From an optimization exercise on the open Yosys and OpenROAD flow, aimed at small area, a short achievable clock period and few clock cycles; shortcuts taken in it are not production practice.
Only simulation tests tie the RTL to the original design; equivalence was not proved.
Power is estimated from default activity; no workload was simulated.

## design/flow/flow/run.sh

```bash
#!/bin/bash
# Standard layout (standard.sh, the ORFS command) with two changes to how
# it is made; the constraints (constraint.sdc, clock period) are the standard flow's:
#  - port buffers are sky130_fd_sc_hd__buf_4 instead of the default pick
#  - the repair_timing passes aim for extra setup slack (SETUP_SLACK_MARGIN),
#    so that paths are sized beyond what the 38 ns clock alone asks for
# Each ORFS step keeps its own log under orfs/logs; make's output goes to
# make_finish.log.
set -euo pipefail
MARGIN=${MARGIN:-28}
bash standard.sh "SETUP_SLACK_MARGIN=${MARGIN}" \
    "BUFFER_PORTS_ARGS=-buffer_cell sky130_fd_sc_hd__buf_4" finish > make_finish.log 2>&1
```

## design/flow/standard.sh

```bash
#!/bin/bash
# synth_recipe.tcl (not shown) runs the flow's synth.tcl, then flattens the netlist and writes it again
# the make line also repeats each setting of config.mk as NAME=value (left out here)
make -C /OpenROAD-flow-scripts/flow DESIGN_CONFIG=/design/flow/config.mk WORK_HOME=/design/flow/orfs CLKGATE_MAP_FILE= SYNTH_SCRIPT=/design/flow/synth_recipe.tcl "${@:-finish}"
```

## design/flow/config.mk

```make
export PLATFORM = sky130hd
export DESIGN_NAME = sspwm_ec
export DESIGN_NICKNAME = sspwm_ec
export VERILOG_FILES = /design/flow/design.v
export SDC_FILE = /design/flow/constraint.sdc
export NUM_CORES = 4
export LEC_CHECK = 0
export ABC_AREA = 1
export CAP_MARGIN = 20
export CORE_MARGIN = 2
export CORE_UTILIZATION = 40
export CTS_BUF_LIST = sky130_fd_sc_hd__clkbuf_4 sky130_fd_sc_hd__clkbuf_8
export PLACE_DENSITY = 0.6
export SLEW_MARGIN = 20
```

## design/flow/constraint.sdc

```tcl
create_clock -name core_clock -period 38.0 [get_ports {clk}]
set_input_delay 7.6000 -clock core_clock [delete_from_list [all_inputs] [get_ports {clk}]]
set_output_delay 7.6000 -clock core_clock [all_outputs]
set_load 0.01 [all_outputs]
```

## design/flow/design.v

```verilog
module sspwm_ec (
    input  wire        clk,
    input  wire        rst,
    input  wire        cmd_valid,
    input  wire [31:0] cmd_word,
    output wire        cmd_ready,
    input  wire        rd_en,
    input  wire [15:0] rd_addr,
    output reg  [31:0] rd_data,
    output reg         rd_valid
);
    localparam integer N  = 16;
    localparam integer BW = 8;
    reg [N-1:0][BW-1:0]    bright;
    reg [1:0][N-1:0][BW-1:0] dd;
    reg [1:0][BW-1:0]        top;
    reg [1:0][4:0]           cnt;
    reg [1:0][N-1:0][4:0]    ek;
    reg [1:0]                rz;
    reg              busy;
    reg              rdy;               
    reg              h_sel;
    reg              initd;
    reg              err_illegal;
    reg              err_badch;
    reg [1:0]        first_err;
    reg [31:0]       errcmd;            
    assign cmd_ready = rdy;
    wire [3:0]  op  = cmd_word[31:28];
    wire [3:0]  rsv = cmd_word[27:24];
    wire [7:0]  ch  = cmd_word[23:16];
    wire [15:0] val = cmd_word[15:0];
    wire [BW-1:0] val_clamped = (|val[15:8]) ? 8'hFF : val[7:0];
    wire low_zero    = (cmd_word[27:0] == 28'h0);
    wire rsv_zero    = (rsv == 4'h0);
    wire op_set      = (op == 4'h1) || (op == 4'h2);
    wire op_pub      = (op == 4'h3) || (op == 4'h4);
    wire is_all      = (ch == 8'hFF);
    wire ch_ok       = is_all || (ch[7:4] == 4'h0);
    wire is_illegal  = !rsv_zero ||
                       (op == 4'h0 && !low_zero) ||
                       (op_pub && !low_zero) ||
                       (op > 4'h4);
    wire is_badch    = rsv_zero && op_set && !ch_ok;
    wire do_set      = rsv_zero && op_set && ch_ok;
    wire do_publish  = rsv_zero && ((op == 4'h2 && ch_ok) || (op_pub && low_zero));
    wire accept = cmd_valid & ~busy & ~rst;
    wire start_pub = accept && rsv_zero && op_pub && low_zero;
    wire step      = ((busy && !fin) || start_pub) && !rst;
    reg  [N-1:0]  wr_br;
    wire [BW-1:0] br_d   = val_clamped | {BW{rst}};
    wire          br_mid = (br_d != 8'h00) && (br_d != 8'hFF);
    integer w;
    always @* begin
        for (w = 0; w < N; w = w + 1)
            wr_br[w] = rst || (accept && rsv_zero && op_set && (is_all || ch == w));
    end
    function automatic [9:0] times3(input [7:0] x);
        reg [9:0] a, b, p, g, pp, gg, c;
        integer n, d;
        begin
            a = {2'b00, x};
            b = {1'b0, x, 1'b0};
            p = a ^ b;
            g = a & b;
            for (d = 1; d < 10; d = d * 2) begin
                pp = p;
                gg = g;
                for (n = d; n < 10; n = n + 1) begin
                    gg[n] = g[n] | (p[n] & g[n-d]);
                    pp[n] = p[n] & p[n-d];
                end
                p = pp;
                g = gg;
            end
            c = {g[8:0], 1'b0};
            times3 = a ^ b ^ c;
        end
    endfunction
    function automatic lt6(input [5:0] a, input [5:0] b);
        integer n;
        begin
            lt6 = 1'b0;
            for (n = 0; n < 6; n = n + 1)
                lt6 = (~a[n] & b[n]) | (~(a[n] & ~b[n]) & lt6);
        end
    endfunction
    reg [N-1:0]  rem;           
    reg          fin;           
    reg [3:0]    j;             
    reg [BW-1:0] prev;          
    reg [N-1:0]  isz, isf, rem_eff, hit;
    reg [BW-1:0] nxt;
    reg [N-1:0]  z;
    integer c, bt;
    always @* begin
        for (c = 0; c < N; c = c + 1) begin
            isz[c]     = (bright[c] == 8'h00);
            isf[c]     = (bright[c] == 8'hFF);
            rem_eff[c] = rem[c];
        end
        hit = rem_eff;
        for (bt = BW - 1; bt >= 0; bt = bt - 1) begin
            for (c = 0; c < N; c = c + 1)
                z[c] = hit[c] & ~bright[c][bt];
            nxt[bt] = ~|z;
            if (|z)
                hit = z;
        end
    end
    wire          any_rem  = |rem_eff;
    wire          done     = ~|(rem_eff & ~hit);
    wire [BW-1:0] gap      = nxt - prev;
    wire [4:0]    jp1      = {1'b0, j} + 5'd1;
    wire          tgt      = ~h_sel;
    integer i, b;
    always @(posedge clk) begin
        for (i = 0; i < N; i = i + 1)
            if (wr_br[i])
                bright[i] <= br_d;
        if (first_err == 2'd0)
            errcmd <= cmd_word;
        if (rst) begin
            busy        <= 1'b0;
            rdy         <= 1'b1;
            h_sel       <= 1'b0;
            initd       <= 1'b0;
            err_illegal <= 1'b0;
            err_badch   <= 1'b0;
            first_err   <= 2'd0;
        end else if (busy) begin
            if (fin || done) begin
                busy  <= 1'b0;
                rdy   <= 1'b1;
                h_sel <= ~h_sel;
            end
        end else if (accept) begin
            if (is_illegal) begin
                err_illegal <= 1'b1;
                if (first_err == 2'd0)
                    first_err <= 2'd1;
            end
            if (is_badch) begin
                err_badch <= 1'b1;
                if (first_err == 2'd0)
                    first_err <= 2'd2;
            end
            if (do_publish) begin
                busy <= 1'b1;
                rdy  <= 1'b0;
                if (op == 4'h4)
                    initd <= 1'b1;
            end
        end
    end
    always @(posedge clk) begin
        fin <= !rst && start_pub && done;
        if (step && !done) begin
            rem  <= rem & ~hit;
            j    <= j + 4'd1;
            prev <= nxt;
        end else begin
            for (c = 0; c < N; c = c + 1)
                rem[c] <= wr_br[c] ? br_mid : (!isz[c] && !isf[c]);
            j    <= 4'd0;
            prev <= 8'h00;
        end
        for (b = 0; b < 2; b = b + 1)
            if (step && tgt == b) begin
                for (c = 0; c < N; c = c + 1) begin
                    if (hit[c])
                        ek[b][c] <= {1'b0, j};
                    else if (j == 4'd0 && !rem_eff[c])
                        ek[b][c] <= {4'b1111, ~isf[c]};
                    if (j == c)
                        dd[b][c] <= gap;
                end
                if (done) begin
                    cnt[b] <= any_rem ? jp1 : 5'd0;
                    top[b] <= ~nxt | {BW{~any_rem}};
                end
            end
        if (rst)
            rz <= 2'b11;
        else
            for (b = 0; b < 2; b = b + 1)
                if (step && done && tgt == b)
                    rz[b] <= 1'b0;
    end
    wire [4:0] kd = rd_addr[6:2];      
    wire [4:0] km = rd_addr[9:5];      
    reg [1:0][BW-1:0] dsel;
    reg [1:0][N-1:0]  msel, asel;
    always @* begin
        for (b = 0; b < 2; b = b + 1) begin
            if (kd[4])
                dsel[b] = (cnt[b] == 5'd16) ? top[b] : 8'h00;
            else if (lt6({1'b0, kd}, {1'b0, cnt[b]}))
                dsel[b] = dd[b][kd[3:0]];
            else if (kd == cnt[b])
                dsel[b] = top[b];
            else
                dsel[b] = 8'h00;
            for (c = 0; c < N; c = c + 1) begin
                asel[b][c] = (ek[b][c] == 5'd31);
                msel[b][c] = !lt6({1'b0, km}, {1'b0, ek[b][c]}) || asel[b][c];
            end
        end
    end
    wire          rb  = rd_addr[15];
    wire        a_ok   = (rd_addr[1:0] == 2'b00);
    wire        a_low  = a_ok && (rd_addr[15:4] == 12'h000);
    wire        s_cfg0 = a_low && (rd_addr[3:2] == 2'd0);
    wire        s_cfg1 = a_low && (rd_addr[3:2] == 2'd1);
    wire        s_stat = a_low && (rd_addr[3:2] == 2'd2);
    wire        s_err  = a_low && (rd_addr[3:2] == 2'd3) && (first_err != 2'd0);
    wire        s_br   = a_ok && (rd_addr[15:6] == 10'h004);
    wire        s_buf  = a_ok && (rd_addr[15] ^ rd_addr[14]);
    wire        s_cnt  = s_buf && (rd_addr[13:2] == 12'h000);
    wire        s_aa   = s_buf && (rd_addr[13:2] == 12'h020);
    wire        s_dl   = s_buf && (rd_addr[13:10] == 4'b0001) && (rd_addr[9:7] == 3'd0) &&
                         (!rd_addr[6] || rd_addr[5:2] == 4'd0);
    wire        s_mk   = s_buf && (rd_addr[13:12] == 2'b01) && (rd_addr[4:2] == 3'd0) &&
                         (rd_addr[11:10] == 2'd0) && (!rd_addr[9] || rd_addr[8:5] == 4'd0);
    wire        zb     = rz[rb];
    wire        s_dlz  = s_dl && zb && kd == 5'd0;
    wire [BW-1:0] rd_d = {BW{s_dl && !zb}} & dsel[rb];
    wire [15:0] rd_mux =
          ({16{s_cfg0}} & {8'd16, 8'd16})
        | ({16{s_cfg1}} & 16'd3)
        | ({16{s_stat}} & {5'd0, 1'b0, first_err, 1'b0, err_badch, err_illegal,
                           1'b0, h_sel, initd, 1'b0, busy})
        | ({16{s_br}}   & {8'd0, bright[rd_addr[5:2]]})
        | ({16{s_cnt && !zb}} & {11'd0, cnt[rb]})
        | ({16{s_aa && !zb}}  & asel[rb])
        | ({16{s_mk && !zb}}  & msel[rb])
        | ({16{s_dlz}} & 16'd765);
    reg [15:0]   ra_word;
    reg [BW-1:0] ra_d;
    reg          ra_err, ra_cfg0;
    always @(posedge clk) begin
        rd_valid <= rd_en & ~rst;
        ra_word  <= rd_mux;
        ra_d     <= rd_d;
        ra_err   <= s_err;
        ra_cfg0  <= s_cfg0;
    end
    always @* begin
        rd_data = ({32{ra_err}} & errcmd)
                | {8'd0, {8{ra_cfg0}}, ra_word}
                | {22'd0, times3(ra_d)};
    end
endmodule
```

==> out/metrics.cfg, run 1 <==
[run_status]
outcome = finished clean

[detailed_routing]
drc = 0
antenna_left = 0
dr.first_iter.drc_count = 3301
drtPass1Iterations = 6
wirelength_um = 109000
via_count = 26700
vias_per_cell = 5.78
wl_per_cell_um = 23.6

[worst_setup_path]
endpoint_kind = primary output
r2r_cells = 62
r2r-start = bright[31]$_DFFE_PP_
timing.rr.end = dd[70]$_DFFE_PP_
cp_common_cell = buf_6
cp_max_fo = 3
cp_cell_sequence = ha_4 -> a21oi_2 -> nand2_2 -> buf_4 -> buf_6 -> buf_4 -> buf_4 -> buf_6 -> buf_6 -> xnor2_4 -> nand2_1 -> buf_6
crit_type = reg2out
crit_buf_inv = 7
cp_slowest_stage_delay_ps = 370
cp_slowest_cell = dfxtp_4
r2r_slack_ps = 28320
cp.depth = 12
startpoint_type = flop
crit_required_ps = 30400
cp_top_family = buffers and inverters
arrival_ps = 2670

[worst_hold_path]
worstHoldPathCells = 2
hp-start = rz[0]$_SDFFE_PP1P_
hp-class = reg2reg
holdPathEnd = rz[0]$_SDFFE_PP1P_

[die]
io_pins = 86
dieArea_sq_um = 84000
die_h_um = 290
start_util_pct = 40.5
coreArea_sq_um = 80700
die_x_um = 290
rows = 104

[clocking]
clkSinkCount = 668
numCtsBuffers = 107
cts.clk_slew.worst_paths_ps = 60
root_buffer = clkbuf_8
htreeDepth = 3
clockBufferDepth = 3
clkLatencyLatePin_ps = 750
ctsHoldBuffers = 0
cts_tree = built

[synthesis]
ys.flop_type = edfxtp_1
netlist-cell-type-count = 61
synth.cell_area_sq_um = 32700
yosysSeqAreaShare_pct = 59.4
async_reset_ff_share_pct = 0
synthesis.nets = 3396
synth_seq_cells = 668
synthCells = 3303
synth.avg_cell_area_sq_um = 9.89
synth_edf_count = 602
ys_warn_count = 1

[pwr]
peakVddDrop_uv = 190
p_leak_nw = 14.7
finalPower_mw = 3.55
powerDensity_nw_per_um2 = 93.1

[sta]
whs_ps = 471
maxSlewViolCount = 0
fin_tns_setup_ps = 0
grt_setup_unrepaired = yes
min_period_ps = 10270
worstMarginPinSlew_ps = 1110
fin_skew_ps = 47.9
setup_viol = 0
slew_headroom_pct = 25.7
fin_crit_sh_pct = 27.0
hold_viol = 0
fmax_ghz = 0.0974

[grt]
grt_pass1_wl_um = 155000
grt_pass1_vias = 24300
grt.overflow.total = 0
gr-usage-all-layers_pct = 25.0
antenna_found_initial = 5
grt_start_max_net_pins = 69

[place]
routabilityCongestion = 0.976
port-buffer-count = 85
place_area_sq_um = 34500
dp.cells = 4335
place_hpwl_um = 74200

[final_layout]
syn2layout_area_growth_pct = 16.7
fin_nets = 3569
final_common_cell = nand2_1
final_area_sq_um = 38100
instances_no_fill = 4625
most-common-layout-cells = nand2_1 (711), edfxtp_1 (602), inv_1 (333)
drive_gt1_share_pct = 16.5
fill_cells = 7410

[run]
maxCapViolations = 0

-- area by class of cell --
cell class              count  area (sq um)  area share, %
clock buffers             139          1740           4.56
repair buffers            193          1640           4.30
multi-input cells        2149         12100           31.8
well taps                1060          1330           3.48
flip-flops and latches    668         19400           51.0
diodes                      1          2.50        0.00656
clock inverters            58           472           1.24
inverters                 357          1380           3.62
-- cell families after synthesis --
group	share of synthesized area, %
compound gates	14.1
xor+xnor	0.349
fa+ha+maj	1.74
buf+inv	6.14
flops	59.4
mux	0.0306
simple gates	18.3
-- worst max-delay path by stage --
| stage | slack [ps] | from | endpoint |
|---|---|---|---|
| final | 27730 | ra_d[3]$_DFF_P_ | rd_data[4] |
| after global routing | 27620 | ra_d[3]$_DFF_P_ | rd_data[8] |
| after CTS | 27690 | ra_d[3]$_DFF_P_ | rd_data[8] |
| after detailed placement | 26250 | cmd_word[13] | dd[89]$_DFFE_PP_ |
| after global placement | 26340 | rst | dd[89]$_DFFE_PP_ |
| after floorplan | 28000 | rd_addr[15] | ra_word[10]$_DFF_P_ |
-- what timing repair did --
item	4_1_cts	5_1_grt
setup buffers	44	29
cloned	8	10
pin swaps	31	30
gates resized for setup	79	86
setup endpoints to repair	564	720
-- power by group --
group	leakage [nW]	switching (mW)	internal, mW	total (mW)
clock network	1.16	0.292	0.348	0.639
logic	7.37	1.26	0.399	1.66
registers	6.13	0.0138	1.23	1.25
total	14.7	1.57	1.98	3.55
-- state kept, by name (all words and copies together), names as in the netlist, named ones only --
name,flops
dd,256
ek,160
bright,128
errcmd,32
ra_word,16
rem,16
top,16
cnt,10
prev,8
ra_d,8
j,4
rz,2
busy,1
err_badch,1
err_illegal,1
fin,1
h_sel,1
initd,1
ra_cfg0,1
ra_err,1
rd_valid,1
rdy,1
-- Yosys cell counts, drive strengths merged (14+ instances only) --
library cell	n	share of area, %
nand2	745	8.8
edfxtp	602	55
inv	352	4.0
o21ai	263	4.2
nor2	237	3.2
o22ai	195	3.7
nand3	183	2.9
clkbuf	106	1.2
a21oi	77	1.2
nand4	67	1.3
dfxtp	66	4.0
o221ai	45	1.2
nor4	42	0.80
buf	39	0.80
ha	39	1.5
nor3	29	0.44
a22o	26	0.70
nand3b	24	0.56
a31oi	22	0.42
o311ai	21	0.56
a221oi	17	0.46
a22oi	14	0.32
-- worst min-delay path, cell delays in order (launching register included) --
cell     delay, ps
dfxtp_1        300
inv_1           70
o21ai_1         60
-- metal layers --
| metal | part of all wire [%] | vias up | GRT usage, % |
|---|---|---|---|
| met5 | 0.012 | - | 0 |
| met4 | 3.7 | 2 | 8.74 |
| met3 | 11 | 253 | 5.47 |
| met2 | 43 | 1512 | 36.9 |
| met1 | 42 | 12700 | 36.2 |
| li1 | - | 12300 | - |
-- metrics by stage --
step	worst slack, ps	util (%)
finish	27730	47.2
global route	27620	47.2
CTS	27690	46.4
detailed placement	26250	42.8
global placement	26340	42.8
floorplan	28000	-
Testbench counts, summed over its fixed seeds: cycles 19,735.
==> run 2: changes to the inputs <==
--- a/design/flow/flow/run.sh
+++ b/design/flow/flow/run.sh
@@ -8,5 +8,5 @@
 # make_finish.log.
 set -euo pipefail
-MARGIN=${MARGIN:-28}
+MARGIN=${MARGIN:-27.8}
 bash standard.sh "SETUP_SLACK_MARGIN=${MARGIN}" \
     "BUFFER_PORTS_ARGS=-buffer_cell sky130_fd_sc_hd__buf_4" finish > make_finish.log 2>&1
--- a/design/flow/config.mk
+++ b/design/flow/config.mk
@@ -10,5 +10,4 @@
 export CORE_MARGIN = 2
 export CORE_UTILIZATION = 40
-export CTS_BUF_LIST = sky130_fd_sc_hd__clkbuf_4 sky130_fd_sc_hd__clkbuf_8
 export PLACE_DENSITY = 0.6
 export SLEW_MARGIN = 20
==> out/metrics.cfg, run 2 <==
[synthesis]
synth_area_leader_cell = edfxtp_1  ; unchanged
synth.cell_area_sq_um = 32700  ; unchanged
synth.avg_cell_area_sq_um = 9.89  ; unchanged
ys.flop_type = edfxtp_1  ; unchanged
synthesis.nets = 3396  ; unchanged
synth_seq_cells = 668  ; unchanged
synth_most_common_cell = nand2_1  ; unchanged
netlist-cell-type-count = 61  ; unchanged
synth_edf_count = 602  ; unchanged
synth_common_cells = nand2_1 (720), edfxtp_1 (602), inv_1 (342)  ; unchanged
yosysSeqAreaShare_pct = 59.4  ; unchanged
synthCells = 3303  ; unchanged
synthTopCellsByArea = edfxtp_1 (55%), nand2_1 (8.3%), dfxtp_1 (4.0%)  ; unchanged
ys_warn_count = 1  ; unchanged
async_reset_ff_share_pct = 0  ; unchanged
yosys.area.top_type_share_pct = 55.3  ; unchanged

[grt]
grt.overflow.total = 0  ; unchanged
grt_pass1_wl_um = 157000  ; was 155000 um
grt_pass1_vias = 24200  ; was 24300
gr-usage-all-layers_pct = 25.4  ; was 25.0%
grt_start_max_net_pins = 69  ; unchanged
antenna_found_initial = 4  ; was 5

[place]
port-buffer-count = 85  ; unchanged
place_ws_ps = 26790  ; was 26250 ps
dp.cells = 4340  ; was 4335
place_area_sq_um = 34500  ; about the same
place_hpwl_um = 76200  ; was 74200 um
routabilityCongestion = 0.963  ; was 0.976

[final_layout]
reg.largest.list = dd (256), ek (160), bright (128)  ; unchanged
fin_nets = 3500  ; was 3569
drive_gt1_share_pct = 13.4  ; was 16.5%
most-common-layout-cells = nand2_1 (716), edfxtp_1 (602), inv_1 (336)  ; was nand2_1 (711), edfxtp_1 (602), inv_1 (333)
final_area_sq_um = 37800  ; was 38100 sq um
instances_no_fill = 4524  ; was 4625
regMostFlops = dd  ; unchanged
syn2layout_area_growth_pct = 15.9  ; was 16.7%
final_common_cell = nand2_1  ; unchanged
largest_reg_flops = 256  ; unchanged

[sta]
worstMarginPinSlew_ps = 1110  ; about the same
setup_viol = 0  ; unchanged
maxSlewViolCount = 0  ; unchanged
min_period_ps = 10180  ; was 10270 ps
setup_slack_ps = 27820  ; was 27730 ps
fmax_ghz = 0.0983  ; was 0.0974 GHz
hold_viol = 0  ; unchanged
fin_skew_ps = 25.3  ; was 47.9 ps
grt_setup_unrepaired = yes  ; unchanged
fin_crit_sh_pct = 26.8  ; was 27.0%
slew_headroom_pct = 25.6  ; was 25.7%
fin_tns_setup_ps = 0  ; unchanged

[worst_hold_path]
worstHoldPathCells = 2  ; unchanged
hp-start = rz[1]$_SDFFE_PP1P_  ; was rz[0]$_SDFFE_PP1P_
hp-class = reg2reg  ; unchanged
holdPathEnd = rz[1]$_SDFFE_PP1P_  ; was rz[0]$_SDFFE_PP1P_

[worst_setup_path]
timing.rr.end = dd[239]$_DFFE_PP_  ; was dd[70]$_DFFE_PP_
r2r-start = bright[127]$_DFFE_PN_  ; was bright[31]$_DFFE_PP_
startpoint_type = input pin  ; was flop
endpoint_kind = flop  ; was primary output
r2r_cells = 64  ; was 62
cp_max_fo = 50  ; was 3
arrival_ps = 10730  ; was 2670 ps
crit_required_ps = 38550  ; was 30400 ps
r2r_slack_ps = 28440  ; was 28320 ps
crit_type = in2reg  ; was reg2out

[die]
die_x_um = 290  ; unchanged
die_h_um = 290  ; unchanged
coreArea_sq_um = 80700  ; unchanged
dieArea_sq_um = 84000  ; unchanged
start_util_pct = 40.5  ; unchanged
io_pins = 86  ; unchanged
rows = 104  ; unchanged

[detailed_routing]
vias_per_cell = 5.83  ; was 5.78
drtPass1Iterations = 6  ; unchanged
via_count = 26400  ; was 26700
antenna_left = 0  ; unchanged
wirelength_um = 109000  ; about the same
drc = 0  ; unchanged
dr.first_iter.drc_count = 3460  ; was 3301
wl_per_cell_um = 24.1  ; was 23.6 um

[pwr]
finalPower_mw = 3.62  ; was 3.55 mW
peakVddDrop_uv = 128  ; was 190 uV
powerDensity_nw_per_um2 = 95.8  ; was 93.1 nW/um^2
p_leak_nw = 14.5  ; was 14.7 nW

[clocking]
clkSinkCount = 668  ; unchanged
numCtsBuffers = 72  ; was 107
clockBufferDepth = 3  ; unchanged
cts.clk_slew.worst_paths_ps = 60  ; about the same
htreeDepth = 3  ; unchanged
root_buffer = clkbuf_16  ; was clkbuf_8
cts_tree = built  ; unchanged
clkLatencyLatePin_ps = 630  ; was 750 ps
ctsHoldBuffers = 0  ; unchanged

[run_status]
outcome = finished clean  ; unchanged

[run]
maxCapViolations = 0  ; unchanged

-- run 2: cell counts after synthesis --
No cell type changed its count.
-- run 2: critical path: stages --
cell,delay [ps]
buf_4,150
nand2_4,470
buf_4,670
o22ai_1,160
o311ai_0,830
nand4_1,540
nand3_1,220
-- run 2: cell families (layout without fill, tap and decap cells) --
logic type,after synthesis,in the layout,synth area share (%)
flip-flops,668,668,59.4
AND/OR/NAND/NOR,1341,1350,18.3
AO/OA/AOI/OAI,733,733,14.1
adder cells (fa/ha/maj),45,45,1.74
buffers and inverters,502,653,6.14
XOR/XNOR,13,13,0.349
other,0,1,0
multiplexers,1,1,0.0306
-- run 2: area by class of cell --
type	instances	area, sq um
Antenna cell	1	2.50
Multi-Input combinational cell	2142	12000
Tap cell	1060	1330
Timing Repair Buffer	166	1410
Sequential cell	668	19400
Clock buffer	103	2010
Clock inverter	27	347
Fill cell	7474	42800
Inverter	357	1360
-- run 2: power by group --
part           internal (mW)  switching (mW)
logic                  0.406            1.26
clock network          0.418           0.294
registers               1.23          0.0142
total                   2.06            1.57
-- run 2: worst max-delay path by stage --
stage,to,slack [ps],start
floorplan,dd[128]$_DFFE_PP_,27840,cmd_word[25]
finish,ra_word[5]$_DFF_P_,27820,rd_addr[3]
detailed placement,dd[238]$_DFFE_PP_,26790,rst
global route,rd_data[8],27750,ra_d[2]$_DFF_P_
CTS,ra_d[4]$_DFF_P_,27800,rd_addr[3]
global placement,dd[209]$_DFFE_PP_,26810,rst
-- run 2: metrics by stage --
step                      util (%)  hold WS (ps)
after floorplan                  -           425
after global placement        42.8           451
after detailed placement      42.8           452
after CTS                     46.3           465
after global routing          46.9           479
final                         46.9           468
-- run 2: repair_timing --
item / in CTS / in global routing
gates cloned: 3 / 7
buffers inserted: 24 / 18
setup endpoints to repair: 344 / 653
pin swaps: 11 / 26
resized for setup: 65 / 71
-- run 2: per-layer routing --
metal  share of wire [%]  global-route usage (%)  vias up
met4                 2.8                    8.13        0
met2                  42                    37.0     1477
li1                    -                       -    12100
met3                  11                    5.49      182
met1                  43                    37.5    12600
met5                   0                       0        -
==> run 3: changes to the inputs <==
--- a/design/flow/flow/run.sh
+++ b/design/flow/flow/run.sh
@@ -8,5 +8,5 @@
 # make_finish.log.
 set -euo pipefail
-MARGIN=${MARGIN:-27.8}
+MARGIN=${MARGIN:-28}
 bash standard.sh "SETUP_SLACK_MARGIN=${MARGIN}" \
     "BUFFER_PORTS_ARGS=-buffer_cell sky130_fd_sc_hd__buf_4" finish > make_finish.log 2>&1
==> out/metrics.cfg, run 3 <==
[run_status]
outcome = finished clean  ; unchanged

[pwr]
p_leak_nw = 14.6  ; was 14.5 nW
finalPower_mw = 3.60  ; was 3.62 mW
peakVddDrop_uv = 189  ; was 128 uV
pwr-share-comb_pct = 45.1  ; was 46.0%
sw_frac_of_total_pct = 43.1  ; was 43.3%
switching_power_mw = 1.55  ; was 1.57 mW
p_seq_share_pct = 34.6  ; was 34.4%
powerDensity_nw_per_um2 = 94.2  ; was 95.8 nW/um^2
clock_power_share_pct = 20.3  ; was 19.6%
internal_power_mw = 2.05  ; was 2.06 mW

[worst_setup_path]
endpoint_kind = primary output  ; was flop
arrival_ps = 2570  ; was 10730 ps
cp_cell_sequence = ha_4 -> a21oi_2 -> nand2_2 -> a21oi_2 -> o21bai_1 -> nand2_1 -> nand2_1 -> a21oi_2 -> xnor2_2 -> a211o_1 -> buf_6  ; was buf_4 -> nand2_4 -> buf_4 -> o22ai_1 -> o311ai_0 -> nand4_1 -> nand3_1
cp_common_cell = a21oi_2  ; was buf_4
cp_slowest_cell = dfxtp_4  ; was o311ai_0
startpoint_type = flop  ; was input pin
crit_type = reg2out  ; was in2reg
r2r_slack_ps = 28350  ; was 28440 ps
r2r-start = bright[31]$_DFFE_PP_  ; was bright[127]$_DFFE_PN_
cp_slowest_stage_delay_ps = 370  ; was 830 ps
r2r_cells = 62  ; was 64
crit_required_ps = 30400  ; was 38550 ps
crit_buf_inv = 1  ; was 2
startpoint = ra_d[3]$_DFF_P_  ; was rd_addr[3]
timing.rr.end = dd[22]$_DFFE_PP_  ; was dd[239]$_DFFE_PP_
cp_top_family = compound AO/OA/AOI/OAI gates  ; was simple AND/OR/NAND/NOR gates
cp_max_fo = 3  ; was 50

[final_layout]
post-route-util_pct = 47.4  ; was 46.9%
instances_no_fill = 4550  ; was 4524
reg.largest.list = dd (256), ek (160), bright (128)  ; unchanged
fin_nets = 3525  ; was 3500
regArea_sq_um = 19400  ; about the same
drive_gt1_share_pct = 14.8  ; was 13.4%
multiInputGateArea_sq_um = 12000  ; about the same
final_area_sq_um = 38200  ; was 37800 sq um
syn2layout_area_growth_pct = 16.9  ; was 15.9%
most-common-layout-cells = nand2_1 (710), edfxtp_1 (602), inv_1 (331)  ; was nand2_1 (716), edfxtp_1 (602), inv_1 (336)
largest_reg_flops = 256  ; unchanged
regMostFlops = dd  ; unchanged
fill_cells = 7380  ; was 7474
diodes = 0  ; was 1
final_common_cell = nand2_1  ; unchanged

[sta]
setup_viol = 0  ; unchanged
hold_viol = 0  ; unchanged
fin_crit_sh_pct = 26.8  ; about the same
setup_slack_ps = 27830  ; was 27820 ps
slew_headroom_pct = 23.2  ; was 25.6%
whs_ps = 473  ; was 468 ps
grt_setup_unrepaired = yes  ; unchanged
min_period_ps = 10170  ; was 10180 ps
worstMarginPinSlew_ps = 1150  ; was 1110 ps
fin_tns_setup_ps = 0  ; unchanged
maxSlewViolCount = 0  ; unchanged
fin_skew_ps = 33.4  ; was 25.3 ps
fmax_ghz = 0.0983  ; about the same

[run]
maxCapViolations = 0  ; unchanged

[die]
start_util_pct = 40.5  ; unchanged
die_x_um = 290  ; unchanged
coreArea_sq_um = 80700  ; unchanged
dieArea_sq_um = 84000  ; unchanged
rows = 104  ; unchanged
die_h_um = 290  ; unchanged
io_pins = 86  ; unchanged

[clocking]
root_buffer = clkbuf_16  ; unchanged
cts_tree = built  ; unchanged
clockBufferDepth = 3  ; unchanged
clkSinkCount = 668  ; unchanged
clkLatencyLatePin_ps = 640  ; was 630 ps
numCtsBuffers = 74  ; was 72
ctsHoldBuffers = 0  ; unchanged
htreeDepth = 3  ; unchanged
cts.clk_slew.worst_paths_ps = 60  ; about the same

[detailed_routing]
antenna_left = 0  ; unchanged
via_count = 26500  ; was 26400
dr.first_iter.drc_count = 3054  ; was 3460
drc = 0  ; unchanged
drtPass1Iterations = 7  ; was 6
wirelength_um = 109000  ; about the same
wl_per_cell_um = 23.9  ; was 24.1 um
vias_per_cell = 5.83  ; about the same

[place]
routabilityCongestion = 0.976  ; was 0.963
port-buffer-count = 85  ; unchanged
dp.cells = 4335  ; was 4340
place_ws_ps = 26250  ; was 26790 ps
place_area_sq_um = 34500  ; about the same
place_hpwl_um = 74200  ; was 76200 um

[grt]
grt_pass1_vias = 24000  ; was 24200
gr-usage-all-layers_pct = 24.9  ; was 25.4%
grt_pass1_wl_um = 154000  ; was 157000 um
antenna_found_initial = 5  ; was 4
grt_start_max_net_pins = 69  ; unchanged
grt.overflow.total = 0  ; unchanged

[worst_hold_path]
hp-class = reg2reg  ; unchanged
hp-start = rz[0]$_SDFFE_PP1P_  ; was rz[1]$_SDFFE_PP1P_
worstHoldPathCells = 2  ; unchanged
holdPathEnd = rz[0]$_SDFFE_PP1P_  ; was rz[1]$_SDFFE_PP1P_

[synthesis]
netlist-cell-type-count = 61  ; unchanged
synthesis.nets = 3396  ; unchanged
yosysSeqAreaShare_pct = 59.4  ; unchanged
ys_warn_count = 1  ; unchanged
yosys.area.top_type_share_pct = 55.3  ; unchanged
synth_edf_count = 602  ; unchanged
synth_seq_cells = 668  ; unchanged
synthTopCellsByArea = edfxtp_1 (55%), nand2_1 (8.3%), dfxtp_1 (4.0%)  ; unchanged
synth.cell_area_sq_um = 32700  ; unchanged
synth_most_common_cell = nand2_1  ; unchanged
synthCells = 3303  ; unchanged
ys.flop_type = edfxtp_1  ; unchanged
synth_common_cells = nand2_1 (720), edfxtp_1 (602), inv_1 (342)  ; unchanged
synth.avg_cell_area_sq_um = 9.89  ; unchanged
async_reset_ff_share_pct = 0  ; unchanged
synth_area_leader_cell = edfxtp_1  ; unchanged

## run 3: cells by family (layout without fill, tap and decap cells)
logic type      count (synthesis)  count (layout)  synth area share, %
simple gates                 1341            1354                 18.3
compound gates                733             733                 14.1
flops                         668             668                 59.4
buf+inv                       502             676                 6.14
fa+ha+maj                      45              45                 1.74
xor+xnor                       13              13                0.349
mux                             1               1               0.0306
## run 3: worst max path at each step
stage	endpoint	slack, ps	cells after the start
after floorplan	ra_word[10]$_DFF_P_	28000	13
after global placement	dd[89]$_DFFE_PP_	26340	12
after detailed placement	dd[89]$_DFFE_PP_	26250	13
after CTS	rd_data[8]	27810	11
after global routing	rd_data[8]	27770	11
final	rd_data[8]	27830	11
## run 3: final cells by class
type | count | share of cell area [%]
Tap cell | 1060 | 3.47
Multi-Input combinational cell | 2146 | 31.5
Timing Repair inverter | 2 | 0.0459
Timing Repair Buffer | 183 | 4.00
Clock buffer | 88 | 5.15
Sequential cell | 668 | 50.9
Clock inverter | 46 | 1.35
Inverter | 357 | 3.62
## run 3: worst register-to-register path, delay by kind of cell (launching register included)
kind	cells	cell delay, ps
xor+xnor	1	90
fa+ha+maj	2	620
flops	1	410
compound gates	3	500
buf+inv	9	1320
simple gates	47	6420
## run 3: repair_timing
action	4_1_cts	5_1_grt
setup endpoints to repair	579	719
pin swaps	33	28
cloned	8	8
buffers inserted	45	19
resized for setup	82	71
## run 3: per-layer routing
metal | GRT usage, % | share of wire (%) | wire length, um
met2 | 36.9 | 43 | 46600
met4 | 7.96 | 3.5 | 3800
met3 | 5.57 | 11 | 12300
met1 | 36.3 | 42 | 45800
met5 | 0 | 0.012 | 13
## run 3: power groups by stage
stage / Sequential (mW) / Clock (mW) / Combinational [mW]
3_3_place_gp: 1.26 / 0 / 1.43
5_1_grt: 1.25 / 0.768 / 1.76
2_1_floorplan: 1.26 / 0 / 0.919
3_5_place_dp: 1.26 / 0 / 1.45
4_1_cts: 1.24 / 0.739 / 1.52
6_report: 1.25 / 0.732 / 1.62
==> run 4: changes to the inputs <==
--- a/design/flow/config.mk
+++ b/design/flow/config.mk
@@ -9,5 +9,5 @@
 export CAP_MARGIN = 20
 export CORE_MARGIN = 2
-export CORE_UTILIZATION = 40
-export PLACE_DENSITY = 0.6
+export CORE_UTILIZATION = 60
+export PLACE_DENSITY = 0.75
 export SLEW_MARGIN = 20
==> out/metrics.cfg, run 4 <==
[worst_setup_path]
cp_cell_sequence = ha_4 -> a21oi_2 -> nand2_2 -> a21oi_2 -> o21bai_1 -> nand2_1 -> nand2_2 -> a21oi_4 -> xnor2_2 -> a211o_1 -> buf_6  ; was ha_4 -> a21oi_2 -> nand2_2 -> a21oi_2 -> o21bai_1 -> nand2_1 -> nand2_1 -> a21oi_2 -> xnor2_2 -> a211o_1 -> buf_6
cp_max_fo = 4  ; was 3
cp_slowest_cell = dfxtp_4  ; unchanged
crit_type = reg2out  ; unchanged
startpoint_type = flop  ; unchanged
endpoint_kind = primary output  ; unchanged
arrival_ps = 2560  ; was 2570 ps
crit_required_ps = 30400  ; about the same
cp_slowest_stage_delay_ps = 420  ; was 370 ps

[clocking]
ctsHoldBuffers = 0  ; unchanged
clkLatencyLatePin_ps = 630  ; was 640 ps
root_buffer = clkbuf_16  ; unchanged
cts.clk_slew.worst_paths_ps = 70  ; was 60 ps
clockBufferDepth = 3  ; unchanged
cts_tree = built  ; unchanged
clkSinkCount = 668  ; unchanged
numCtsBuffers = 70  ; was 74
htreeDepth = 3  ; unchanged

[synthesis]
synth_common_cells = nand2_1 (720), edfxtp_1 (602), inv_1 (342)  ; unchanged
synth.avg_cell_area_sq_um = 9.89  ; unchanged
synthCells = 3303  ; unchanged
synth.cell_area_sq_um = 32700  ; unchanged
synth_compound_area_share_pct = 14.1  ; unchanged
synth_seq_cells = 668  ; unchanged
async_reset_ff_share_pct = 0  ; unchanged
synth_edf_count = 602  ; unchanged
synthTopCellsByArea = edfxtp_1 (55%), nand2_1 (8.3%), dfxtp_1 (4.0%)  ; unchanged
ys.flop_type = edfxtp_1  ; unchanged
synth_top_family_by_area = simple AND/OR/NAND/NOR gates  ; unchanged
synthMuxAreaShare_pct = 0.0306  ; unchanged
yosys.area_share.simple_pct = 18.3  ; unchanged
yosysSeqAreaShare_pct = 59.4  ; unchanged
synth_most_common_cell = nand2_1  ; unchanged
yosys.area.top_type_share_pct = 55.3  ; unchanged
synthesis.nets = 3396  ; unchanged
synth_xor_area_share_pct = 0.349  ; unchanged
ys_warn_count = 1  ; unchanged
synth_area_leader_cell = edfxtp_1  ; unchanged
synth_fa_ha_area_share_pct = 1.74  ; unchanged
netlist-cell-type-count = 61  ; unchanged

[final_layout]
most-common-layout-cells = nand2_1 (709), edfxtp_1 (602), inv_1 (331)  ; was nand2_1 (710), edfxtp_1 (602), inv_1 (331)
largest_reg_flops = 256  ; unchanged
fill_cells = 3854  ; was 7380
fin_nets = 3521  ; was 3525
final_common_cell = nand2_1  ; unchanged
instances_no_fill = 4183  ; was 4550
reg.largest.list = dd (256), ek (160), bright (128)  ; unchanged
syn2layout_area_growth_pct = 16.4  ; was 16.9%
drive_gt1_share_pct = 14.7  ; was 14.8%
regMostFlops = dd  ; unchanged

[die]
die_x_um = 237  ; was 290 um
dieArea_sq_um = 56300  ; was 84000 sq um
die_h_um = 237  ; was 290 um
io_pins = 86  ; unchanged
start_util_pct = 60.7  ; was 40.5%
coreArea_sq_um = 53800  ; was 80700 sq um
rows = 85  ; was 104

[pwr]
powerDensity_nw_per_um2 = 99.6  ; was 94.2 nW/um^2
finalPower_mw = 3.79  ; was 3.60 mW
p_leak_nw = 14.6  ; about the same
peakVddDrop_uv = 129  ; was 189 uV

[detailed_routing]
wl_per_cell_um = 27.1  ; was 23.9 um
dr.first_iter.drc_count = 4675  ; was 3054
drtPass1Iterations = 7  ; unchanged
vias_per_cell = 6.74  ; was 5.83
antenna_left = 0  ; unchanged
via_count = 28200  ; was 26500
drc = 0  ; unchanged
wirelength_um = 113000  ; was 109000 um

[sta]
fmax_ghz = 0.0984  ; was 0.0983 GHz
fin_skew_ps = 29.9  ; was 33.4 ps
setup_viol = 0  ; unchanged
maxSlewViolCount = 0  ; unchanged
fin_crit_sh_pct = 26.7  ; was 26.8%
min_period_ps = 10160  ; was 10170 ps
slew_headroom_pct = 20.0  ; was 23.2%
fin_tns_setup_ps = 0  ; unchanged
grt_setup_unrepaired = yes  ; unchanged
hold_viol = 0  ; unchanged
worstMarginPinSlew_ps = 1200  ; was 1150 ps

[place]
port-buffer-count = 85  ; unchanged
place_hpwl_um = 75200  ; was 74200 um
dp.cells = 3960  ; was 4335
routabilityCongestion = 1.09  ; was 0.976

[grt]
grt_pass1_vias = 26200  ; was 24000
gr-usage-all-layers_pct = 39.5  ; was 24.9%
antenna_found_initial = 3  ; was 5
grt.overflow.total = 0  ; unchanged
grt_pass1_wl_um = 164000  ; was 154000 um
grt_start_max_net_pins = 87  ; was 69

[run]
maxCapViolations = 0  ; unchanged

[run_status]
outcome = finished clean  ; unchanged

[worst_hold_path]
hp-class = reg2reg  ; unchanged

[run 4: cell counts after synthesis]
No cell type changed its count.
[run 4: worst max-delay path, delay by kind of cell, from the launching register on]
family,cells,cell delay (ps)
xor+xnor,1,100
buf+inv,1,120
compound gates,5,800
simple gates,3,270
fa+ha+maj,1,230
flops,1,420
[run 4: layer usage]
metal | track usage [%] | vias to the layer above | part of all wire, %
li1 | - | 12100 | -
met1 | 55.9 | 13400 | 37
met2 | 58.3 | 2280 | 43
met3 | 10.5 | 404 | 15
met4 | 16.1 | 6 | 4.7
met5 | 0 | - | 0.038
[run 4: power breakdown]
group	internal (mW)	leakage, nW	switching [mW]
Clock	0.405	1.12	0.298
Combinational	0.482	7.39	1.35
Sequential	1.23	6.13	0.0152
Total	2.12	14.6	1.67
[run 4: worst paths after layout]
check | from | end | slack [ps] | cells past startpoint
worst min-delay path | rz[0]$_SDFFE_PP1P_ | rz[0]$_SDFFE_PP1P_ | 470 | 2
worst max register to register | bright[119]$_DFFE_PP_ | dd[46]$_DFFE_PP_ | 28320 | 63
worst max-delay path | ra_d[3]$_DFF_P_ | rd_data[8] | 27840 | 11
worst min register to register | rz[0]$_SDFFE_PP1P_ | rz[0]$_SDFFE_PP1P_ | 470 | 2
[run 4: what timing repair did]
item / CTS / global route
buffers inserted: 39 / 39
setup endpoints to repair: 765 / 757
gates cloned: 8 / 5
gates resized for setup: 85 / 90
pin swaps: 31 / 35
hold endpoints to repair: 0 / 0
[run 4: cell type report]
class | count | area [sq um] | share of cell area [%]
sequential | 668 | 19400 | 51.1
inverter | 357 | 1390 | 3.65
timing repair buffer | 185 | 1750 | 4.61
timing repair inverter | 1 | 8.76 | 0.0230
tap | 696 | 871 | 2.29
antenna | 2 | 5.00 | 0.0132
clock inverter | 38 | 455 | 1.20
multi-input combinational | 2145 | 12200 | 32.2
clock buffer | 91 | 1890 | 4.98
[run 4: metrics by stage]
step	worst slack [ps]	utilization, %	instance area, sq um	hold slack, ps
after floorplan	28000	-	32900	427
after global placement	26180	63.2	34000	449
after detailed placement	26070	63.2	34000	453
after CTS	27840	69.3	37300	466
after global routing	27740	70.6	38000	496
final	27840	70.7	38000	465
[run 4: kinds of logic (layout without fill, tap and decap cells)]
group,after synthesis,in the layout
mux,1,1
flops,668,668
fa+ha+maj,45,45
buf+inv,502,672
other cells,0,2
xor+xnor,13,17
compound gates,733,733
simple gates,1341,1349
==> run 5: changes to the inputs <==
--- a/design/flow/design.v
+++ b/design/flow/design.v
@@ -78,4 +78,23 @@
         end
     endfunction
+    function automatic [9:0] pg_sum(input [9:0] p0, input [9:0] g0);
+        reg [9:0] p, g, pp, gg;
+        integer n, d;
+        begin
+            p = p0;
+            g = g0;
+            for (d = 1; d < 10; d = d * 2) begin
+                pp = p;
+                gg = g;
+                for (n = d; n < 10; n = n + 1) begin
+                    gg[n] = g[n] | (p[n] & g[n-d]);
+                    pp[n] = p[n] & p[n-d];
+                end
+                p = pp;
+                g = gg;
+            end
+            pg_sum = p0 ^ {g[8:0], 1'b0};
+        end
+    endfunction
     function automatic lt6(input [5:0] a, input [5:0] b);
         integer n;
@@ -237,10 +256,11 @@
         | ({16{s_dlz}} & 16'd765);
     reg [15:0]   ra_word;
-    reg [BW-1:0] ra_d;
+    reg [9:0]    ra_p, ra_g;        
     reg          ra_err, ra_cfg0;
     always @(posedge clk) begin
         rd_valid <= rd_en & ~rst;
         ra_word  <= rd_mux;
-        ra_d     <= rd_d;
+        ra_p     <= {2'b00, rd_d} ^ {1'b0, rd_d, 1'b0};
+        ra_g     <= {2'b00, rd_d} & {1'b0, rd_d, 1'b0};
         ra_err   <= s_err;
         ra_cfg0  <= s_cfg0;
@@ -249,5 +269,5 @@
         rd_data = ({32{ra_err}} & errcmd)
                 | {8'd0, {8{ra_cfg0}}, ra_word}
-                | {22'd0, times3(ra_d)};
+                | {22'd0, pg_sum(ra_p, ra_g)};
     end
 endmodule
--- a/design/flow/config.mk
+++ b/design/flow/config.mk
@@ -9,5 +9,5 @@
 export CAP_MARGIN = 20
 export CORE_MARGIN = 2
-export CORE_UTILIZATION = 60
-export PLACE_DENSITY = 0.75
+export CORE_UTILIZATION = 40
+export PLACE_DENSITY = 0.6
 export SLEW_MARGIN = 20
==> out/metrics.cfg, run 5 <==
[sta]
slew_headroom_pct = 24.7  ; was 20.0%
setup_viol = 0  ; unchanged
maxSlewViolCount = 0  ; unchanged
setup_slack_ps = 28020  ; was 27840 ps
grt_setup_unrepaired = yes  ; unchanged
min_period_ps = 9980  ; was 10160 ps
fin_crit_sh_pct = 26.3  ; was 26.7%
fmax_ghz = 0.100  ; was 0.0984 GHz
fin_tns_setup_ps = 0  ; unchanged
worstMarginPinSlew_ps = 1120  ; was 1200 ps
fin_skew_ps = 31.6  ; was 29.9 ps
hold_viol = 0  ; unchanged

[detailed_routing]
wirelength_um = 111000  ; was 113000 um
via_count = 26900  ; was 28200
drc = 0  ; unchanged
vias_per_cell = 5.89  ; was 6.74
wl_per_cell_um = 24.3  ; was 27.1 um
dr.first_iter.drc_count = 3417  ; was 4675
antenna_left = 0  ; unchanged
drtPass1Iterations = 6  ; was 7

[grt]
grt_start_max_net_pins = 71  ; was 87
grt_pass1_vias = 24800  ; was 26200
grt.overflow.total = 0  ; unchanged
grt_pass1_wl_um = 161000  ; was 164000 um
antenna_found_initial = 5  ; was 3
gr-usage-all-layers_pct = 25.5  ; was 39.5%

[final_layout]
final_area_sq_um = 38400  ; was 38000 sq um
syn2layout_area_growth_pct = 17.3  ; was 16.4%
multiInputGateArea_sq_um = 11900  ; was 12200 sq um
fill_cells = 7443  ; was 3854
diodes = 0  ; was 2
instances_no_fill = 4572  ; was 4183
final_common_cell = nand2_1  ; unchanged
fin_nets = 3546  ; was 3521
drive_gt1_share_pct = 14.3  ; was 14.7%
regArea_sq_um = 19600  ; was 19400 sq um
most-common-layout-cells = nand2_1 (713), edfxtp_1 (602), inv_1 (318)  ; was nand2_1 (709), edfxtp_1 (602), inv_1 (331)
reg.largest.list = dd (256), ek (160), bright (128)  ; unchanged
largest_reg_flops = 256  ; unchanged
regMostFlops = dd  ; unchanged

[worst_setup_path]
crit_type = in2reg  ; was reg2out
arrival_ps = 10490  ; was 2560 ps
endpoint_kind = flop  ; was primary output
crit_required_ps = 38510  ; was 30400 ps
cp_max_fo = 64  ; was 4
startpoint_type = input pin  ; was flop

[synthesis]
netlist-cell-type-count = 58  ; was 61
yosysSeqAreaShare_pct = 59.8  ; was 59.4%
yosys.area.top_type_share_pct = 55.2  ; was 55.3%
synth_edf_count = 602  ; unchanged
synthesis.nets = 3404  ; was 3396
ys.flop_type = edfxtp_1  ; unchanged
synth_most_common_cell = nand2_1  ; unchanged
ys_warn_count = 1  ; unchanged
synthTopCellsByArea = edfxtp_1 (55%), nand2_1 (8.2%), dfxtp_1 (4.5%)  ; was edfxtp_1 (55%), nand2_1 (8.3%), dfxtp_1 (4.0%)
synth.avg_cell_area_sq_um = 9.88  ; was 9.89 sq um
synth_area_leader_cell = edfxtp_1  ; unchanged
async_reset_ff_share_pct = 0  ; unchanged
synth_seq_cells = 676  ; was 668
synth_common_cells = nand2_1 (719), edfxtp_1 (602), inv_1 (332)  ; was nand2_1 (720), edfxtp_1 (602), inv_1 (342)
synthCells = 3313  ; was 3303
synth.cell_area_sq_um = 32700  ; about the same

[die]
coreArea_sq_um = 80800  ; was 53800 sq um
die_x_um = 290  ; was 237 um
io_pins = 86  ; unchanged
start_util_pct = 40.5  ; was 60.7%
rows = 104  ; was 85
dieArea_sq_um = 84100  ; was 56300 sq um
die_h_um = 290  ; was 237 um

[clocking]
cts_tree = built  ; unchanged
htreeDepth = 3  ; unchanged
ctsHoldBuffers = 0  ; unchanged
numCtsBuffers = 74  ; was 70
clockBufferDepth = 3  ; unchanged
clkSinkCount = 676  ; was 668
root_buffer = clkbuf_16  ; unchanged
cts.clk_slew.worst_paths_ps = 60  ; was 70 ps
clkLatencyLatePin_ps = 640  ; was 630 ps

[pwr]
p_leak_nw = 14.6  ; about the same
peakVddDrop_uv = 143  ; was 129 uV
powerDensity_nw_per_um2 = 95.3  ; was 99.6 nW/um^2

[place]
place_area_sq_um = 34600  ; was 34000 sq um
place_ws_ps = 25800  ; was 26070 ps
port-buffer-count = 85  ; unchanged
dp.cells = 4360  ; was 3960
routabilityCongestion = 0.981  ; was 1.09
place_hpwl_um = 75100  ; was 75200 um

[run_status]
outcome = finished clean  ; unchanged

[worst_hold_path]
hp-class = reg2reg  ; unchanged

[run]
maxCapViolations = 0  ; unchanged

## run 5: logic make-up after synthesis
group                    Yosys count  synth area share [%]
AND/OR/NAND/NOR                 1363                  18.3
XOR/XNOR                          12                 0.321
flip-flops                       676                  59.8
buffers and inverters            486                  5.94
adder cells (fa/ha/maj)           42                  1.61
AO/OA/AOI/OAI                    734                  14.1
## run 5: critical path, stage by stage
cell	delay [ps]
buf_4	150
nor2_1	60
buf_4	250
inv_8	260
buf_12	300
o22ai_1	150
o21ai_1	280
o211ai_1	210
o21ai_0	330
nand2_1	140
a221oi_2	390
ha_1	290
## run 5: metal layers
layer / track usage [%] / vias up / wire length [um]
met5: 0 / - / 36
met4: 9.39 / 6 / 3980
met3: 5.13 / 240 / 12000
met2: 38.4 / 1501 / 48300
met1: 36.5 / 13000 / 46600
li1: - / 12200 / -
## run 5: timing repair
| item | CTS | global route |
|---|---|---|
| pin swaps | 18 | 14 |
| resized for setup | 88 | 79 |
| setup endpoints to repair | 857 | 770 |
| buffers inserted | 42 | 32 |
| gates cloned | 3 | 2 |
## run 5: stage by stage
stage          total power [mW]  util (%)  hold slack [ps]
2_1_floorplan              2.20         -              424
3_3_place_gp               2.73      42.9              452
3_5_place_dp               2.75      42.9              454
4_1_cts                    3.57      46.8              460
5_1_grt                    3.83      47.5              482
6_report                   3.66      47.5              465
## run 5: path summary, 6_finish.rpt
| kind | start | endpoint | slack, ps | cells past startpoint |
|---|---|---|---|---|
| setup / recovery | rd_addr[3] | ra_p[3]$_DFF_P_ | 28020 | 12 |
| hold / removal | rz[0]$_SDFFE_PP1P_ | rz[0]$_SDFFE_PP1P_ | 470 | 2 |
| setup reg to reg | rem[9]$_DFF_P_ | dd[78]$_DFFE_PP_ | 28490 | 68 |
| hold reg to reg | rz[0]$_SDFFE_PP1P_ | rz[0]$_SDFFE_PP1P_ | 470 | 2 |
## run 5: final cells by class
class | count | area share [%]
clock buffer | 96 | 5.17
timing repair inverter | 1 | 0.0228
clock inverter | 37 | 0.965
sequential | 676 | 51.0
multi-input combinational | 2153 | 31.0
inverter | 346 | 3.60
timing repair buffer | 203 | 4.83
tap | 1060 | 3.46
## run 5: power by group
part	internal [mW]	leakage (nW)	switching [mW]	total [mW]
sequential	1.25	6.19	0.0130	1.26
clock	0.405	1.14	0.303	0.709
combinational	0.409	7.27	1.28	1.69
Testbench counts of run 5, summed over its fixed seeds: cycles 19,735.
==> run 6: changes to the inputs <==
--- a/design/flow/design.v
+++ b/design/flow/design.v
@@ -78,23 +78,4 @@
         end
     endfunction
-    function automatic [9:0] pg_sum(input [9:0] p0, input [9:0] g0);
-        reg [9:0] p, g, pp, gg;
-        integer n, d;
-        begin
-            p = p0;
-            g = g0;
-            for (d = 1; d < 10; d = d * 2) begin
-                pp = p;
-                gg = g;
-                for (n = d; n < 10; n = n + 1) begin
-                    gg[n] = g[n] | (p[n] & g[n-d]);
-                    pp[n] = p[n] & p[n-d];
-                end
-                p = pp;
-                g = gg;
-            end
-            pg_sum = p0 ^ {g[8:0], 1'b0};
-        end
-    endfunction
     function automatic lt6(input [5:0] a, input [5:0] b);
         integer n;
@@ -256,11 +237,10 @@
         | ({16{s_dlz}} & 16'd765);
     reg [15:0]   ra_word;
-    reg [9:0]    ra_p, ra_g;        
+    reg [BW-1:0] ra_d;
     reg          ra_err, ra_cfg0;
     always @(posedge clk) begin
         rd_valid <= rd_en & ~rst;
         ra_word  <= rd_mux;
-        ra_p     <= {2'b00, rd_d} ^ {1'b0, rd_d, 1'b0};
-        ra_g     <= {2'b00, rd_d} & {1'b0, rd_d, 1'b0};
+        ra_d     <= rd_d;
         ra_err   <= s_err;
         ra_cfg0  <= s_cfg0;
@@ -269,5 +249,5 @@
         rd_data = ({32{ra_err}} & errcmd)
                 | {8'd0, {8{ra_cfg0}}, ra_word}
-                | {22'd0, pg_sum(ra_p, ra_g)};
+                | {22'd0, times3(ra_d)};
     end
 endmodule
==> design/flow/flow/run.sh (replaced) <==
#!/bin/bash
# Standard layout (standard.sh, the ORFS command) with three changes to
# how it is made; the constraints (constraint.sdc, clock period) are the standard flow's:
#  - synthesis maps with flow/abc_area.script (ABC_AREA=1 picks it) in a copy
#    of the ORFS scripts folder; everything else in synthesis is unchanged
#  - port buffers are sky130_fd_sc_hd__buf_4 instead of the default pick
#  - the repair_timing passes aim for extra setup slack (SETUP_SLACK_MARGIN),
#    so that paths are sized beyond what the 38 ns clock alone asks for
# Each ORFS step keeps its own log under orfs/logs; make's output goes to
# make_finish.log.
set -euo pipefail
MARGIN=${MARGIN:-28}
rm -rf scripts_local
cp -r "$FLOW_HOME/scripts" scripts_local
cp flow/abc_area.script scripts_local/abc_area.script
bash standard.sh "SCRIPTS_DIR=$PWD/scripts_local" "SETUP_SLACK_MARGIN=${MARGIN}" \
    "BUFFER_PORTS_ARGS=-buffer_cell sky130_fd_sc_hd__buf_4" finish > make_finish.log 2>&1
==> design/flow/flow/abc_area.script (new file) <==
strash
&get -n
&fraig -x
&put
dc2
strash
&get -n
&dch -f
&nf
&put
buffer -c
topo
stime -c
upsize -c
dnsize -c
==> out/metrics.cfg, run 6 <==
[pwr]
internal_power_mw = 1.42  ; was 2.06 mW
sw_frac_of_total_pct = 27.5  ; was 43.6%
clock_power_share_pct = 37.5  ; was 19.4%
peakVddDrop_uv = 31.4  ; was 143 uV
pwr-share-comb_pct = 17.3  ; was 46.2%
switching_power_mw = 0.538  ; was 1.60 mW
powerDensity_nw_per_um2 = 49.1  ; was 95.3 nW/um^2
p_seq_share_pct = 45.2  ; was 34.4%
p_leak_nw = 13.5  ; was 14.6 nW

[grt]
met3_usage_pct = 5.19  ; was 5.13%
antenna_found_initial = 2  ; was 5
use_met2_pct = 45.6  ; was 38.4%
grt_pass1_wl_um = 164000  ; was 161000 um
gr-usage-all-layers_pct = 28.9  ; was 25.5%
grt_use_met1_pct = 38.7  ; was 36.5%
grt_pass1_vias = 23500  ; was 24800
grt.overflow.total = 0  ; unchanged
grt_start_max_net_pins = 65  ; was 71
grt.busiest_layer = met2  ; unchanged

[final_layout]
diodes = 0  ; unchanged
regArea_sq_um = 19400  ; was 19600 sq um
reg.largest.list = dd (256), ek (160), bright (128)  ; unchanged
syn2layout_area_growth_pct = 29.5  ; was 17.3%
final_area_sq_um = 39800  ; was 38400 sq um
final_common_cell = edfxtp_1  ; was nand2_1
post-route-util_pct = 52.4  ; was 47.5%
most-common-layout-cells = edfxtp_1 (602), buf_4 (235), o22ai_1 (188)  ; was nand2_1 (713), edfxtp_1 (602), inv_1 (318)
multiInputGateArea_sq_um = 12800  ; was 11900 sq um
regMostFlops = dd  ; unchanged
fin_nets = 2920  ; was 3546
drive_gt1_share_pct = 27.8  ; was 14.3%
fill_cells = 6415  ; was 7443
largest_reg_flops = 256  ; unchanged

[synthesis]
netlist-cell-type-count = 80  ; was 58
synth_seq_cells = 668  ; was 676
synthTopCellsByArea = edfxtp_1 (59%), dfxtp_1 (4.3%), o22ai_1 (4.1%)  ; was edfxtp_1 (55%), nand2_1 (8.2%), dfxtp_1 (4.5%)
async_reset_ff_share_pct = 0  ; unchanged
synth_most_common_cell = edfxtp_1  ; was nand2_1
synth.cell_area_sq_um = 30700  ; was 32700 sq um
synthCells = 2533  ; was 3313
synth.avg_cell_area_sq_um = 12.1  ; was 9.88 sq um
synth_area_leader_cell = edfxtp_1  ; unchanged
synth_edf_count = 602  ; unchanged
yosys.area.top_type_share_pct = 58.9  ; was 55.2%
synthesis.nets = 2626  ; was 3404
yosysSeqAreaShare_pct = 63.2  ; was 59.8%
ys_warn_count = 1  ; unchanged
synth_common_cells = edfxtp_1 (602), o22ai_1 (202), nor2_1 (189)  ; was nand2_1 (719), edfxtp_1 (602), inv_1 (332)
ys.flop_type = edfxtp_1  ; unchanged

[clocking]
ctsHoldBuffers = 0  ; unchanged
htreeDepth = 3  ; unchanged
clkLatencyLatePin_ps = 650  ; was 640 ps
root_buffer = clkbuf_16  ; unchanged
numCtsBuffers = 73  ; was 74
clkSinkCount = 668  ; was 676
cts_tree = built  ; unchanged
clockBufferDepth = 3  ; unchanged
cts.clk_slew.worst_paths_ps = 60  ; about the same

[die]
io_pins = 86  ; unchanged
rows = 101  ; was 104
start_util_pct = 40.4  ; was 40.5%
die_h_um = 281  ; was 290 um
coreArea_sq_um = 75900  ; was 80800 sq um
die_x_um = 281  ; was 290 um
dieArea_sq_um = 79000  ; was 84100 sq um

[sta]
maxSlewViolCount = 0  ; unchanged
min_period_ps = 10210  ; was 9980 ps
whs_ps = 458  ; was 465 ps
fmax_ghz = 0.0980  ; was 0.100 GHz
hold_viol = 0  ; unchanged
fin_crit_sh_pct = 26.9  ; was 26.3%
setup_viol = 0  ; unchanged
fin_tns_setup_ps = 0  ; unchanged
fin_skew_ps = 48.2  ; was 31.6 ps
grt_setup_unrepaired = yes  ; unchanged
worstMarginPinSlew_ps = 1140  ; was 1120 ps
slew_headroom_pct = 24.0  ; was 24.7%

[worst_setup_path]
cp_slowest_cell = dfxtp_4  ; was a221oi_2
cp_cell_sequence = buf_12 -> ha_4 -> nor2b_2 -> o21ai_1 -> nand2b_1 -> a21o_1 -> a21o_1 -> a221oi_2 -> o21ai_1 -> buf_4  ; was buf_4 -> nor2_1 -> buf_4 -> inv_8 -> buf_12 -> o22ai_1 -> o21ai_1 -> o211ai_1 -> o21ai_0 -> nand2_1 -> a221oi_2 -> ha_1
crit_buf_inv = 2  ; was 4
arrival_ps = 2610  ; was 10490 ps
cp_top_family = compound AO/OA/AOI/OAI gates  ; unchanged
endpoint_kind = primary output  ; was flop
cp_slowest_stage_delay_ps = 380  ; was 390 ps
cp_max_fo = 3  ; was 64
crit_required_ps = 30400  ; was 38510 ps
startpoint_type = flop  ; was input pin
crit_type = reg2out  ; was in2reg

[place]
place_area_sq_um = 32500  ; was 34600 sq um
routabilityCongestion = 0.964  ; was 0.981
port-buffer-count = 85  ; unchanged
place_hpwl_um = 77000  ; was 75100 um

[worst_hold_path]
hp-class = reg2reg  ; unchanged

[detailed_routing]
dr.first_iter.drc_count = 2871  ; was 3417
antenna_left = 0  ; unchanged
vias_per_cell = 6.28  ; was 5.89
wirelength_um = 119000  ; was 111000 um
drc = 0  ; unchanged
wl_per_cell_um = 30.3  ; was 24.3 um
drtPass1Iterations = 9  ; was 6
via_count = 24600  ; was 26900

[run]
maxCapViolations = 0  ; unchanged

[run_status]
outcome = finished clean  ; unchanged

==> run 6: worst paths after layout <==
kind | from | endpoint | slack [ps] | cells after the start
max | ra_d[2]$_DFF_P_ | rd_data[7] | 27790 | 10
min | rz[1]$_SDFFE_PP1P_ | rz[1]$_SDFFE_PP1P_ | 460 | 2
max reg2reg | bright[55]$_DFFE_PP_ | dd[63]$_DFFE_PP_ | 27820 | 49
min reg2reg | rz[1]$_SDFFE_PP1P_ | rz[1]$_SDFFE_PP1P_ | 460 | 2
==> run 6: final cells by class <==
class	instances	share of cell area (%)
timing repair buffer	336	8.63
inverter	76	0.793
timing repair inverter	2	0.0598
tap	1030	3.24
clock buffer	109	5.39
clock inverter	27	0.894
multi-input combinational	1670	32.1
sequential	668	48.9
==> run 6: cell families (layout without fill, tap and decap cells) <==
logic type	count (synthesis)	count (layout)	share of synthesized area, %
AOI/OAI and AO/OA	786	786	16.2
xor gates and xnor gates	12	13	0.342
adders and majority gates	122	122	4.36
muxes	37	37	1.21
DFF	668	668	63.2
and+or+nand+nor	701	712	11.9
buffers and inverters	207	550	2.81
==> run 6: stage by stage <==
stage,total power [mW],setup slack [ps],instances
after floorplan,1.00,27900,2533
after global placement,1.09,24750,3549
after detailed placement,1.10,24970,3549
after CTS,1.88,27790,3807
after global routing,2.00,27550,3918
final,1.95,27790,3918
==> run 6: routing by layer <==
layer	share of wire, %	vias to the layer above
met5	0.023	-
met4	5.4	4
met3	8.5	309
met2	46	1376
met1	40	12400
li1	-	10500
==> run 6: power by group through the flow <==
stage                     Clock (mW)  Combinational [mW]  Sequential (mW)
after floorplan                    0               0.118            0.884
after global placement             0               0.198            0.895
after detailed placement           0               0.201            0.895
after CTS                      0.738               0.262            0.880
after global routing           0.765               0.353            0.882
final                          0.732               0.338            0.883
==> run 6: timing repair <==
item | CTS | global route
setup buffers | 112 | 99
endpoints found under the setup margin | 1007 | 759
pin swaps | 80 | 105
gates cloned | 10 | 12
gates resized for setup | 332 | 162
==> run 6: worst register-to-register path: cells and delay by family (launching register included) <==
kind / cells / cell delay (ps)
flops: 1 / 390
xor+xnor: 1 / 180
fa+ha+maj: 1 / 160
compound gates: 20 / 3670
simple gates: 17 / 4010
buf+inv: 10 / 1520
Testbench counts of run 6, summed over its fixed seeds: cycles 19,735.

[static timing again, ports no longer ideal]
Ports are ideal in the flow. The routed layouts listed here were re-timed in OpenROAD. Step 1 assumes that a clkbuf_16 drives the clock port and a buf_2 every other input. Step 2 also shifts input and output timing later by t, the mid clock arrival at the registers, as if the neighbouring blocks saw the same clock. Slacks: no drivers / after step 1 / after step 2; pairs: no drivers / after step 1.
| run | shift t [ns] | setup slack, ns | worst data-port slew with drivers (ns) | pins driven straight from the clock port |
|---|---|---|---|---|
| run 1 | 0.790 | 27.728 / 27.669 / 27.279 | 0.05 | 1 |
| run 2 | 0.677 | 27.824 / 27.810 / 27.186 | 0.14 | 1 |
| run 3 | 0.688 | 27.828 / 27.766 / 27.325 | 0.06 | 1 |
| run 4 | 0.681 | 27.838 / 27.773 / 27.293 | 0.05 | 1 |
| run 5 | 0.693 | 28.021 / 28.001 / 27.308 | 0.09 | 1 |
| run 6 | 0.700 | 27.793 / 27.722 / 27.378 | 0.05 | 1 |
After both steps every run listed still meets setup and hold. For run 5, which loses most, drivers alone change the setup slack by -0.020 ns; drivers and shift together by -0.713 ns.
